This is an optimization exercise on Yosys and OpenROAD, whose aim is small area, not a production implementation. Function was checked by simulation only, so behaviour that the tests miss may differ from the original. The clock port is modelled as an ideal driver; clocking choices that lean on that would not hold on a real chip. Power is estimated from default activity; no workload was simulated.

===== flow/flow/abc_area.script =====
&get -n
&st
&dch
&nf -R 1000 -p -E 100 -C 32
&put

===== flow/constraint.sdc =====
create_clock -name core_clock -period 10.0 [get_ports {clk}]
set_input_delay 2.0000 -clock core_clock [delete_from_list [all_inputs] [get_ports {clk}]]
set_output_delay 2.0000 -clock core_clock [all_outputs]
set_load 0.01 [all_outputs]

===== flow/flow/small_bufs.tcl =====
# Keep the placement and global-route repair steps to small buffers: with
# the larger ones marked don't-use there, repair_design fixes the few
# high-fanout nets with buf_1/buf_2 buffers and by sizing the drivers up.
# (The clock tree, built in its own step, is not affected.)
set_dont_use {
  sky130_fd_sc_hd__buf_4 sky130_fd_sc_hd__buf_6 sky130_fd_sc_hd__buf_8
  sky130_fd_sc_hd__buf_12 sky130_fd_sc_hd__buf_16
  sky130_fd_sc_hd__clkbuf_4 sky130_fd_sc_hd__clkbuf_8 sky130_fd_sc_hd__clkbuf_16
  sky130_fd_sc_hd__bufbuf_8 sky130_fd_sc_hd__bufbuf_16
}

===== flow/flow/cts_leaf.tcl =====
set n_swapped 0
foreach inst [get_cells *] {
  if {[get_property $inst ref_name] ne "sky130_fd_sc_hd__buf_6"} { continue }
  set net [get_nets -of_objects [get_pins -of_objects $inst -filter "direction==output"]]
  set sinks [get_pins -of_objects $net -filter "direction==input"]
  set all_clk 1
  foreach p $sinks {
    if {[get_property $p name] ne "CLK"} { set all_clk 0 }
  }
  if {!$all_clk || [llength $sinks] <= 10} {
    replace_cell $inst sky130_fd_sc_hd__buf_4
    incr n_swapped
  }
}
puts "cts_leaf: swapped $n_swapped clock buffers"
estimate_parasitics -placement

===== flow/config.mk =====
export PLATFORM = sky130hd
export DESIGN_NAME = drv_spi_transport
export DESIGN_NICKNAME = drv_spi_transport
export VERILOG_FILES = /design/flow/design.v
export SDC_FILE = /design/flow/constraint.sdc
export NUM_CORES = 4
export LEC_CHECK = 0
export CAP_MARGIN = 0
export CORE_MARGIN = 2
export CORE_UTILIZATION = 45
export GPL_TIMING_DRIVEN = 0
export SLEW_MARGIN = 0

===== flow/standard.sh =====
#!/bin/bash
# synth_recipe.tcl (not shown) runs the flow's synth.tcl, then flattens the netlist and writes it again
# the make line also repeats each setting of config.mk as NAME=value (left out here)
make -C /OpenROAD-flow-scripts/flow DESIGN_CONFIG=/design/flow/config.mk WORK_HOME=/design/flow/orfs CLKGATE_MAP_FILE= SYNTH_SCRIPT=/design/flow/synth_recipe.tcl "${@:-finish}"

===== flow/flow/downsize.tcl =====
# Remove the buffers that synthesis (abc) inserted; the placement repair
# step buffers the nets that need it.
remove_buffers

# Swap each multi-drive combinational cell for the smallest cell of the same
# function (same name up to the drive-strength suffix). Flip-flops are left
# as synthesis made them. Timing has ample slack at this clock period; the
# later repair steps still fix any slew or capacitance violation.
set n_swapped 0
foreach inst [get_cells *] {
  set master [get_property $inst ref_name]
  if {![regexp {^(sky130_fd_sc_hd__[a-z0-9]+)_([0-9]+)$} $master -> base drv]} { continue }
  if {[regexp {df|dl|sdf|edf|tap|fill|decap|conb|clkbuf|buf} $base]} { continue }
  set best ""
  set best_area 1e9
  foreach lc [get_lib_cells ${base}_*] {
    set name [get_property $lc name]
    if {![regexp "^${base}_\[0-9\]+\$" $name]} { continue }
    set a [get_property $lc area]
    if {$a < $best_area} { set best_area $a; set best $name }
  }
  if {$best ne "" && $best ne $master} {
    replace_cell $inst $best
    incr n_swapped
  }
}
puts "downsize: swapped $n_swapped cells"

===== flow/design.v =====
module spi_majority (
    input  wire a,
    input  wire b,
    input  wire c,
    output wire y
);
    assign y = (a & b) | (a & c) | (b & c);
endmodule
module drv_spi_transport (
    input  wire         clk,
    input  wire         rst,
    input  wire [7:0]   cmd_valid,
    input  wire [191:0] cmd_data,
    output wire [7:0]   cmd_ready,
    output wire [7:0]   rsp_valid,
    output wire [135:0] rsp_data,
    input  wire [7:0]   rsp_ready,
    output wire         ready,
    output wire         busy,
    output wire         sck,
    output wire         mosi,
    output wire         cs_n,
    input  wire         miso
);
    localparam [2:0] ST_IDLE  = 3'd0,
                     ST_GAP   = 3'd1,
                     ST_START = 3'd2,
                     ST_CSL   = 3'd3,
                     ST_BITS  = 3'd4,
                     ST_CSH   = 3'd5,
                     ST_DONE  = 3'd6;
    reg  [2:0]  st;
    reg  [3:0]  cb;           
    reg  [3:0]  cp;           
    reg         rdy_r;        
    reg         rd;           
    reg         pr;           
    reg  [2:0]  owner;        
    reg         s1, s2;       
    wire [4:0]  cu = {owner, s1, s2};
    reg         mosi_r;
    reg  [7:0]  req_v, rsp_v;
    reg  [15:0] q [0:7];
    wire st_idle  = (st == ST_IDLE);
    wire st_bits  = (st == ST_BITS);
    wire st_done  = (st == ST_DONE);
    assign ready = rdy_r;
    assign busy  = !(st_idle || st == ST_GAP);
    assign cs_n  = !(st_bits || st == ST_CSH);
    assign sck   = st_bits && (cp >= 4'd2) && (cp <= 4'd6);
    assign mosi  = mosi_r;
    wire settled = (owner == 3'd7);
    wire settle  = st_idle && !rdy_r && !settled;
    wire inc     = settle || st_bits;
    wire p_wrap  = (cp == 4'd14);
    wire cu_inc  = settle && p_wrap && (cb == 4'd15);
    wire [4:0] cu_next = cu + 5'd1;
    wire last_bit_step = st_bits && p_wrap && (cb == 4'd15);
    wire [7:0]  q15, q0, qz;
    wire [7:0]  dec8 = 8'd1 << owner;
    wire        oq15 = |(q15 & dec8);
    wire        oz   = |(qz & dec8);
    reg init_bit;
    always @(*) begin
        case (cb)
            4'd2, 4'd4, 4'd5, 4'd8, 4'd9: init_bit = 1'b1;
            default: init_bit = 1'b0;
        endcase
    end
    wire fbit = !rdy_r ? init_bit :
                (rd && (cb >= 4'd5)) ? (cb >= 4'd9) : oq15;
    wire maj;
    spi_majority u_maj (.a(s1), .b(s2), .c(miso), .y(maj));
    wire shin = rd && (pr ? oq15 : maj);
    wire shift = st_bits && (cp == 4'd9) && rdy_r;
    wire post  = st_done && !pr && rdy_r;
    wire [7:0] legal = req_v & ~rsp_v & ~(q15 & q0);
    wire       grant = st_idle && rdy_r && (|legal);
    function [2:0] pe8(input [7:0] x);
        begin
            casez (x)
                8'b???????1: pe8 = 3'd0;
                8'b??????10: pe8 = 3'd1;
                8'b?????100: pe8 = 3'd2;
                8'b????1000: pe8 = 3'd3;
                8'b???10000: pe8 = 3'd4;
                8'b??100000: pe8 = 3'd5;
                8'b?1000000: pe8 = 3'd6;
                default:     pe8 = 3'd7;
            endcase
        end
    endfunction
    wire [7:0] above = ~(8'hFF >> (3'd7 - owner));
    wire [7:0] hi    = legal & above;
    wire [2:0] grant_id = (|hi) ? pe8(hi) : pe8(legal);
    wire       bo = busy && rdy_r;
    wire init_idle  = st_idle && !rdy_r && settled;
    wire init_issue = init_idle && (mosi_r || !rd);
    always @(posedge clk) begin
        if (rst) begin
            st     <= ST_IDLE;
            cb     <= 4'd2;
            cp     <= 4'd10;
            rdy_r  <= 1'b0;
            owner  <= 3'd1;
            s1     <= 1'b1;
            s2     <= 1'b1;
            mosi_r <= 1'b1;
        end else begin
            if (inc) begin
                cp <= p_wrap ? 4'd0 : cp + 4'd1;
                if (p_wrap)
                    cb <= cb + 4'd1;
            end
            if (init_idle && !mosi_r && rd)
                rdy_r <= 1'b1;
            if (st_bits && cp == 4'd0)
                mosi_r <= fbit;
            if (grant)
                owner <= grant_id;
            else if (cu_inc)
                owner <= cu_next[4:2];
            if (cu_inc) begin
                s1 <= cu_next[1];
                s2 <= cu_next[0];
            end else begin
                if (st_bits && cp == 4'd7) s1 <= miso;
                if (st_bits && cp == 4'd8) s2 <= miso;
            end
            case (st)
                ST_IDLE:  if (init_issue || grant) st <= ST_START;
                ST_GAP:   st <= ST_IDLE;
                ST_START: st <= ST_CSL;
                ST_CSL:   st <= ST_BITS;
                ST_BITS:  if (last_bit_step) st <= ST_CSH;
                ST_CSH:   st <= ST_DONE;
                ST_DONE:  st <= pr ? ST_CSL : (!rdy_r && !rd) ? ST_GAP : ST_IDLE;
                default:  st <= ST_IDLE;
            endcase
        end
    end
    always @(posedge clk) begin
        if (st == ST_START) begin
            rd <= rdy_r ? oq15 : !mosi_r;
            pr <= rdy_r && oq15 && !oz;
        end else if (st_done) begin
            pr <= 1'b0;
        end
    end
    genvar g;
    generate
        for (g = 0; g < 8; g = g + 1) begin : g_cl
            wire [23:0] c   = cmd_data[24*g +: 24];
            wire        c_rd  = (c[23:20] == 4'h1);
            wire        c_wr  = (c[23:20] == 4'h2);
            wire        dec   = dec8[g];
            wire        empty = !req_v[g] && !rsp_v[g];
            wire        wi    = req_v[g] && !rsp_v[g] && q15[g] && q0[g] && !(bo && dec);
            assign cmd_ready[g] = !rst && empty;
            assign rsp_valid[g] = rsp_v[g];
            assign rsp_data[17*g +: 17] = {req_v[g], q[g]};
            assign q15[g] = q[g][15];
            assign q0[g]  = q[g][0];
            assign qz[g]  = (q[g][14:11] == 4'd0);
            wire sh   = shift && dec;
            wire keep = !empty && !sh && !wi;
            always @(posedge clk) begin
                if (rst) begin
                    req_v[g] <= 1'b0;
                    rsp_v[g] <= 1'b0;
                end else begin
                    if (cmd_valid[g] && empty)
                        req_v[g] <= 1'b1;
                    else if ((post && dec) || (rsp_v[g] && rsp_ready[g]))
                        req_v[g] <= 1'b0;
                    if (wi || (post && dec))
                        rsp_v[g] <= 1'b1;
                    else if (rsp_ready[g])
                        rsp_v[g] <= 1'b0;
                end
                q[g] <= ({16{empty}} & {!c_wr, c[19:16], c[10:1], !c_rd && (c[0] || !c_wr)}) |
                        ({16{sh}}    & {q[g][14:0], shin}) |
                        ({16{keep}}  & q[g]);
            end
        end
    endgenerate
endmodule

===== flow/flow/run.sh =====
#!/bin/bash
# The standard ORFS layout (standard.sh), with these changes:
# - synthesis is the standard one except that ABC maps the logic with an
#   area-oriented script (flow/abc_area.script: the same &dch / &nf mapping,
#   with the delay target relaxed, and no buffering or up-sizing). Only the
#   ABC script differs, so the registers, their names and their cells are
#   the standard synthesis's;
# - after floorplan, any buffers synthesis inserted are removed and
#   combinational cells are swapped for the smallest cell of the same
#   function (flow/downsize.tcl); later repair steps fix any slew or
#   capacitance violation this leaves;
# - the placement and global-route repair steps may use only small buffers
#   (flow/small_bufs.tcl);
# - the port buffers use the smallest buffer cell, buf_1, instead of the
#   default clkdlybuf4s50_1;
# - the clock tree uses buf_6 cells (smaller than clkbuf_8, and still within
#   the clock-pin slew limit here) and no dummy loads; after CTS, leaf
#   clock buffers driving at most 10 flip-flops become buf_4
#   (flow/cts_leaf.tcl).
set -euo pipefail
rm -rf scripts_area
cp -r "$FLOW_HOME/scripts" scripts_area
cp flow/abc_area.script scripts_area/abc_speed.script
SCRIPTS_DIR="$PWD/scripts_area" bash standard.sh synth > synth_flow.log 2>&1

export POST_FLOORPLAN_TCL="$PWD/flow/downsize.tcl"
export PRE_RESIZE_TCL="$PWD/flow/small_bufs.tcl"
export PRE_GLOBAL_ROUTE_TCL="$PWD/flow/small_bufs.tcl"
export BUFFER_PORTS_ARGS="-buffer_cell sky130_fd_sc_hd__buf_1"
export POST_CTS_TCL="$PWD/flow/cts_leaf.tcl"
export CTS_ARGS="-sink_clustering_enable -repair_clock_nets -buf_list sky130_fd_sc_hd__buf_6 -dont_use_dummy_load"
bash standard.sh > standard_flow.log 2>&1

==> run summary, run 1 <==
* Fin. Hold Viols at 0
* Vias in the first global route at 6618
* First-pass GRT wire length at 33.88 mm
* Post-Syn Area at 0.006902 mm²
* Final Cycle Share at 49.89%
* Crit start category: primary input
* Final setup viols at 0
* Pwr dens at 201.3 mW/mm²
* Initial DRC count at 1027
* Most frequent cells in the layout: buf_1, dfxtp_1, clkinv_1
* CTS tree: yes
* Layout cell share with drive strength beyond 1 at 3.565%
* Asr flop ratio synth at 0%
* Unrepaired setup endpoints after global routing: false
* Critical Path Max Stage Delay at 0.68 ns
* Worst slew pin tran at 1.243 ns
* Total placed cells including tap cells at 1265
* Dpl cell area at 0.008473 mm²
* Clock Skews at 0.04492 ns
* Clk slew on worst S/H paths at 0.10 ns
* Total track usage at 25.77%
* Max FO, Critical Path at 42
* # Max-Cap Violations at 0
* Syn_nets at 959
* Post-route ant nets at 0
* Post-synthesis instance total at 742
* Avg Synthesized Cell Area at 9.301 µm²
* CP Data Arrival Time at 2.99 ns
* Register bit total from synthesis at 164
* Core area at 0.01509 mm²
* Cell family with most CP delay: buffers and inverters
* Required time worst endpoint at 8.00 ns
* Pin count of the biggest net entering global routing at 43
* Leak at 0.002963 µW
* Routability cong. at 0.8807
* Slew HR at 16.98%
* CP max stage cell: buf_2
* Fin area at 0.008623 mm²
* Die W at 127.8 µm
* Final nets at 1313
* CTS sink cnt at 164
* Initial Utilization at 45.74%
* Die ar. at 0.01634 mm²
* Top Ports at 368
* Antenna cells at 0
* Pre-antenna DRT Iters at 13
* Via Count at 7527
* Post-synthesis sequential area ratio at 47.86%
* Worst hold path class: register to register
* Gr ovfl total at 0
* DIE HEIGHT at 127.8 µm
* Max VDD drop at 0.1053 mV
* Row count at 45
* Outcome: complete, no violations
* Area delta synth->final at 24.95%
* Pre-CTS WS at 4.985 ns
* Port Buffer Count at 327
* Primary FF master, synth: dfxtp_1
* Fillers at 1490
* DRT Wirelength at 22.25 mm
* Peak Freq at 0.2005 GHz
* CP Cell Sequence: buf_2 > nor3_1 > buf_1
* Mean number of vias per cell at 5.871
* Final Worst Setup Slack at 5.011 ns
* Final core occ at 57.15%
* Most common library cell in the layout ignoring fill and taps: buf_1
* DR DRC count at 0
* Avg WL per Cell at 17.35 µm
* Final Instance Count excl. Fillers at 1282
* Clock insertion delay at the later pin of the skew report at 0.49 ns
* Accumulated negative setup slack at 0 ns
* Post-DP HPWL at 16.53 mm
* Period minus WS final at 4.989 ns
* Initial antenna violation count at 0
* Syn. warnings at 2
* Crit. End Element: output pin
* EDFF count, synth at 2
* WS Path Type: primary input to output pin
* Buf+Inv Stages, Crit Path at 2
* Final Max Slew Viols at 0
* Netlist cell types at 42
[flip-flops by register name (all words and copies together) (netlist names)]
name and count:
cb 4, cp 4, req_v 8, s1 1, s2 1, pr 1
owner 3, rdy_r 1, rsp_v 8, st 3, rd 1, mosi_r 1
q 128
[worst register-to-register path, stage by stage (launching register included)]
cell and delay [ns]:
dfxtp_1 0.41, nand2b_1 0.12, nor2_1 0.24, nand4_1 0.54, nor2b_1 1.11, nor3b_2 0.22, buf_2 0.27, a222oi_1 0.34
clkinv_1 0.11
[cell families after synthesis]
| group | Yosys count | share of synthesized area [%] |
|---|---|---|
| simple gates | 227 | 17.15 |
| mux | 1 | 0.1450 |
| compound gates | 210 | 26.18 |
| fa+ha+maj | 6 | 1.088 |
| xor+xnor | 4 | 0.5077 |
| buf+inv | 130 | 7.070 |
| flops | 164 | 47.86 |
[final timing paths]
check / endpoint / from / slack [ns] / cells after the start
max: cmd_ready[2] / rst / 5.01 / 3
min: q[7][10] / q[7][9] / 0.49 / 2
max reg2reg: q[1][14] / st[2] / 6.53 / 8
min reg2reg: q[7][10] / q[7][9] / 0.49 / 2
[Yosys cell counts (2+ instances only)]
master | number | area [µm²]
nand2_1 | 41 | 153.9
or4b_1 | 8 | 80.08
xnor2_1 | 2 | 17.52
nor4_1 | 20 | 125.1
a221o_1 | 8 | 80.08
o21ai_0 | 17 | 85.08
a21oi_1 | 28 | 140.1
a2111oi_0 | 4 | 35.03
o2111ai_1 | 2 | 17.52
edfxtp_1 | 2 | 60.06
a32oi_1 | 8 | 70.07
clkinv_1 | 130 | 488.0
nor2b_1 | 9 | 56.30
ha_1 | 6 | 75.07
nor3b_1 | 7 | 52.55
and3_1 | 2 | 12.51
dfxtp_1 | 162 | 3243
xor2_1 | 2 | 17.52
nor4b_1 | 8 | 70.07
nor3_1 | 26 | 130.1
nor2_1 | 56 | 210.2
a222oi_1 | 123 | 1231
nand3_1 | 18 | 90.09
and2_0 | 3 | 18.77
nand2b_1 | 18 | 112.6
nand4_1 | 7 | 43.79
or2_0 | 2 | 12.51
a31oi_1 | 9 | 56.30
[per-stage QoR]
| stage | power [µW] | hold WS [ns] |
|---|---|---|
| floorplan | 1225 | 0.5143 |
| global route | 1855 | 0.5150 |
| detailed placement | 1446 | 0.4734 |
| finish | 1736 | 0.4870 |
| global placement | 1442 | 0.4753 |
[where the power goes]
group,total [µW],internal (µW),switching (µW)
Combinational,516,199,317
Sequential,921,783,137
Clock,300,101,199
[layout make-up]
| type | instances | area [µm²] | share of cell area [%] |
|---|---|---|---|
| sequential | 164 | 3303 | 38.31 |
| tap | 188 | 235.2 | 2.728 |
| timing repair buffer | 335 | 1269 | 14.71 |
| inverter | 130 | 488.0 | 5.659 |
| clock buffer | 17 | 150.1 | 1.741 |
| multi-input combinational | 448 | 3178 | 36.85 |
[per-layer routing]
metal	vias to the layer above	track usage, %	wire length, µm
met5	-	0	0
met3	25	6.594	1586
met1	3559	33.76	9363
met2	318	42.56	10940
met4	0	6.658	359
li1	3625	-	-
==> inputs of run 2 (changes only) <==
--- a/flow/flow/run.sh
+++ b/flow/flow/run.sh
@@ -14,9 +14,7 @@
 # - the port buffers use the smallest buffer cell, buf_1, instead of the
 #   default clkdlybuf4s50_1;
 # - the clock tree uses buf_6 cells (smaller than clkbuf_8, and still within
-#   the clock-pin slew limit here) and no dummy loads; after CTS, leaf
-#   clock buffers driving at most 10 flip-flops become buf_4
-#   (flow/cts_leaf.tcl).
+#   the clock-pin slew limit here) and no dummy loads.
 set -euo pipefail
 rm -rf scripts_area
 cp -r "$FLOW_HOME/scripts" scripts_area
@@ -27,6 +25,5 @@
 export PRE_RESIZE_TCL="$PWD/flow/small_bufs.tcl"
 export PRE_GLOBAL_ROUTE_TCL="$PWD/flow/small_bufs.tcl"
 export BUFFER_PORTS_ARGS="-buffer_cell sky130_fd_sc_hd__buf_1"
-export POST_CTS_TCL="$PWD/flow/cts_leaf.tcl"
 export CTS_ARGS="-sink_clustering_enable -repair_clock_nets -buf_list sky130_fd_sc_hd__buf_6 -dont_use_dummy_load"
 bash standard.sh > standard_flow.log 2>&1
--- a/flow/config.mk
+++ b/flow/config.mk
@@ -5,8 +5,8 @@
 export SDC_FILE = /design/flow/constraint.sdc
 export NUM_CORES = 4
 export LEC_CHECK = 0
-export CAP_MARGIN = 0
+export CAP_MARGIN = 5
 export CORE_MARGIN = 2
-export CORE_UTILIZATION = 45
+export CORE_UTILIZATION = 30
 export GPL_TIMING_DRIVEN = 0
-export SLEW_MARGIN = 0
+export SLEW_MARGIN = 5
removed: flow/flow/cts_leaf.tcl
==> run 2 against run 1 <==
  * Setup slack got worse by 0.21 ns
  * Cell area increased by 2.2%
  * Largest cell class unchanged
  * Sequential cell count unchanged
  * Die area grew 48%
  * Global-route usage is 7.0 points lower
  * Clock skew fell by 0.0088 ns
  * Final cell count increased by 8.0%
==> run summary, run 2 <==
* Outcome: complete, no violations
* Max FO, Critical Path at 30
* Post-synth top cells: dfxtp_1, clkinv_1, a222oi_1
* DR DRC count at 0
* Critical Path Max Stage Delay at 0.63 ns
* Top Ports at 368
* Sequential power share at 51.7%
* Initial antenna violation count at 0
* Slew HR at 19.17%
* DRT Wirelength at 23.81 mm
* Largest registers: q x128, req_v x8, rsp_v x8
* Final Cycle Share at 52.00%
* Asr flop ratio synth at 0%
* Post-DP HPWL at 17.88 mm
* NetSw at 674.6 µW
* Pwr dens at 202.9 mW/mm²
* Fillers at 2371
* Clock power frac at 19.3%
* Post-synth top area share at 46.99%
* Register bit total from synthesis at 164
* Primary FF master, synth: dfxtp_1
* Total track usage at 18.73%
* Largest cells by area after synthesis: dfxtp_1, a222oi_1, clkinv_1
* P_int at 1114 µW
* Post-route ant nets at 0
* Largest Register: q
* Max VDD drop at 0.09274 mV
* Clk slew on worst S/H paths at 0.07 ns
* Initial Utilization at 30.48%
* H-tree levels at 4
* Most common cell in the netlist: dfxtp_1
* Syn. warnings at 2
* Peak Freq at 0.1923 GHz
* Core area at 0.02264 mm²
* CP Cell Sequence: buf_2 > buf_2 > nor3_1 > buf_1
* Syn_nets at 959
* DIE HEIGHT at 155.7 µm
* Hold buffer count at cts at 0
* Vias in the first global route at 6865
* Buf+Inv Stages, Crit Path at 3
* Netlist cell types at 42
* Post-CTS Resized at 0
* Most frequent CP cell: buf_2
* Final setup viols at 0
* Required time worst endpoint at 8.00 ns
* Leak at 0.002994 µW
* CTS sink cnt at 164
* Final nets at 1317
* Pin count of the biggest net entering global routing at 31
* Layout cell share with drive strength beyond 1 at 4.007%
* Clock insertion delay at the later pin of the skew report at 0.42 ns
* Period minus WS final at 5.200 ns
* Die W at 155.7 µm
* Largest register FFs at 128
* # Max-Cap Violations at 0
* Post-synthesis sequential area ratio at 47.86%
* Post-Syn Area at 0.006902 mm²
* EDFF count, synth at 2
* Final Instance Count excl. Fillers at 1384
* Fin area at 0.008812 mm²
* Most frequent cells in the layout: buf_1, dfxtp_1, clkinv_1
* Area delta synth->final at 27.68%
* First-pass GRT wire length at 36.41 mm
* Worst slew pin tran at 1.210 ns
* Via Count at 7586
* Final Max Slew Viols at 0
* Post-synthesis instance total at 742
* Dpl cell area at 0.008618 mm²
* Part of the power in combinational logic at 29.1%
* Clock root buffer: buf_6
* Crit start category: primary input
* Final core occ at 38.92%
* Row count at 55
* CP Data Arrival Time at 3.20 ns
* Avg WL per Cell at 17.21 µm
* Avg Synthesized Cell Area at 9.301 µm²
* Clock Skews at 0.03615 ns
* CP max stage cell: buf_2
* Number of setup buffers added after CTS at 0
* Port Buffer Count at 327
* Total CTS buffers at 17
* Sw Share at 37.73%
* Cell family with most CP delay: buffers and inverters
* Fin. Hold Viols at 0
* Accumulated negative setup slack at 0 ns
* Mean number of vias per cell at 5.481
* WS Path Type: primary input to output pin
* Worst hold path class: register to register
* Gr ovfl total at 0
* Initial DRC count at 1005
* Most common library cell in the layout ignoring fill and taps: buf_1
* Crit. End Element: output pin
* Unrepaired setup endpoints after global routing: false
* Routability cong. at 0.8634
* Die ar. at 0.02423 mm²
* Synth area leader: dfxtp_1
* Total placed cells including tap cells at 1366
* CTS tree: yes
* Pre-antenna DRT Iters at 10
* CTS max path bufs at 2
* Total power at 1788 µW
==> run 2: cell types whose count changed in the layout (fill, tap and decap cells not counted), sizes merged <==
cell   change
buf        +4
diode      +1
==> run 2: layout make-up <==
class	instances	area, µm²	share of cell area (%)
flip-flops and latches	164	3303	37.48
multi-input cells	448	3182	36.11
repair buffers	339	1289	14.62
inverters	130	488.0	5.537
well taps	285	356.6	4.047
clock buffers	17	191.4	2.172
diodes	1	2.502	0.02840
==> run 2: stage by stage <==
stage          setup WS [ns]  hold slack (ns)
2_1_floorplan          5.741           0.5143
3_3_place_gp           3.932           0.4743
3_5_place_dp           4.781           0.4767
4_1_cts                4.781           0.4967
5_1_grt                4.695           0.5185
6_report               4.800           0.4905
==> run 2: cell families after synthesis <==
group | share of synthesized area [%]
AND/OR/NAND/NOR | 17.15
AO/OA/AOI/OAI | 26.18
buffers and inverters | 7.070
flip-flops | 47.86
XOR/XNOR | 0.5077
multiplexers | 0.1450
adder cells (fa/ha/maj) | 1.088
==> run 2: power groups by stage <==
stage	sequential, µW	clock, µW	combinational (µW)
4_1_cts	922	363	524
5_1_grt	943	384	583
6_report	924	344	520
2_1_floorplan	952	0	273
3_5_place_dp	934	0	523
3_3_place_gp	934	0	510
==> run 2: worst min-delay path: stages (launching register included) <==
cell      delay, ns
dfxtp_1        0.35
a222oi_1       0.07
clkinv_1       0.05
==> run 2: path summary, 6_finish.rpt <==
check             startpoint      endpoint  slack [ns]  depth (start not counted)
setup / recovery         rst  cmd_ready[2]        4.80                          4
setup reg to reg       st[2]      q[2][14]        6.57                          8
hold reg to reg     q[1][10]      q[1][10]        0.49                          2
hold / removal      q[1][10]      q[1][10]        0.49                          2
==> run 2: routing by layer <==
| metal | part of all wire [%] | up-vias | global-route usage [%] |
|---|---|---|---|
| met5 | 0 | - | 0 |
| met4 | 1.6 | 0 | 4.675 |
| met3 | 7.1 | 25 | 4.972 |
| met2 | 49 | 307 | 31.31 |
| met1 | 43 | 3611 | 24.08 |
| li1 | - | 3643 | - |

static timing again, ports no longer ideal:
The results above use ideal ports. As a check the final layouts listed here were re-extracted and re-timed, cells and wires unchanged. Step 1 assumes that a clkbuf_16 drives the clock port and a buf_2 every other input. Step 2 moves the port delays by t, midway between the first and last clock arrival at a register: inputs arrive t later, outputs are due t later. That takes back most of the time a late clock gives input paths. Slacks: no drivers / after step 1 / after step 2; pairs: no drivers / after step 1.
| run | t, ns | setup slack, ns | cell pins on the clock port's net |
|---|---|---|---|
| run 1 | 0.507 | 5.011 / 4.987 / 4.987 | 1 |
| run 2 | 0.450 | 4.800 / 4.775 / 4.775 | 1 |
After both steps every run listed still meets setup and hold. For run 2, which loses most, drivers alone change the setup slack by -0.025 ns; drivers and shift together by -0.025 ns.
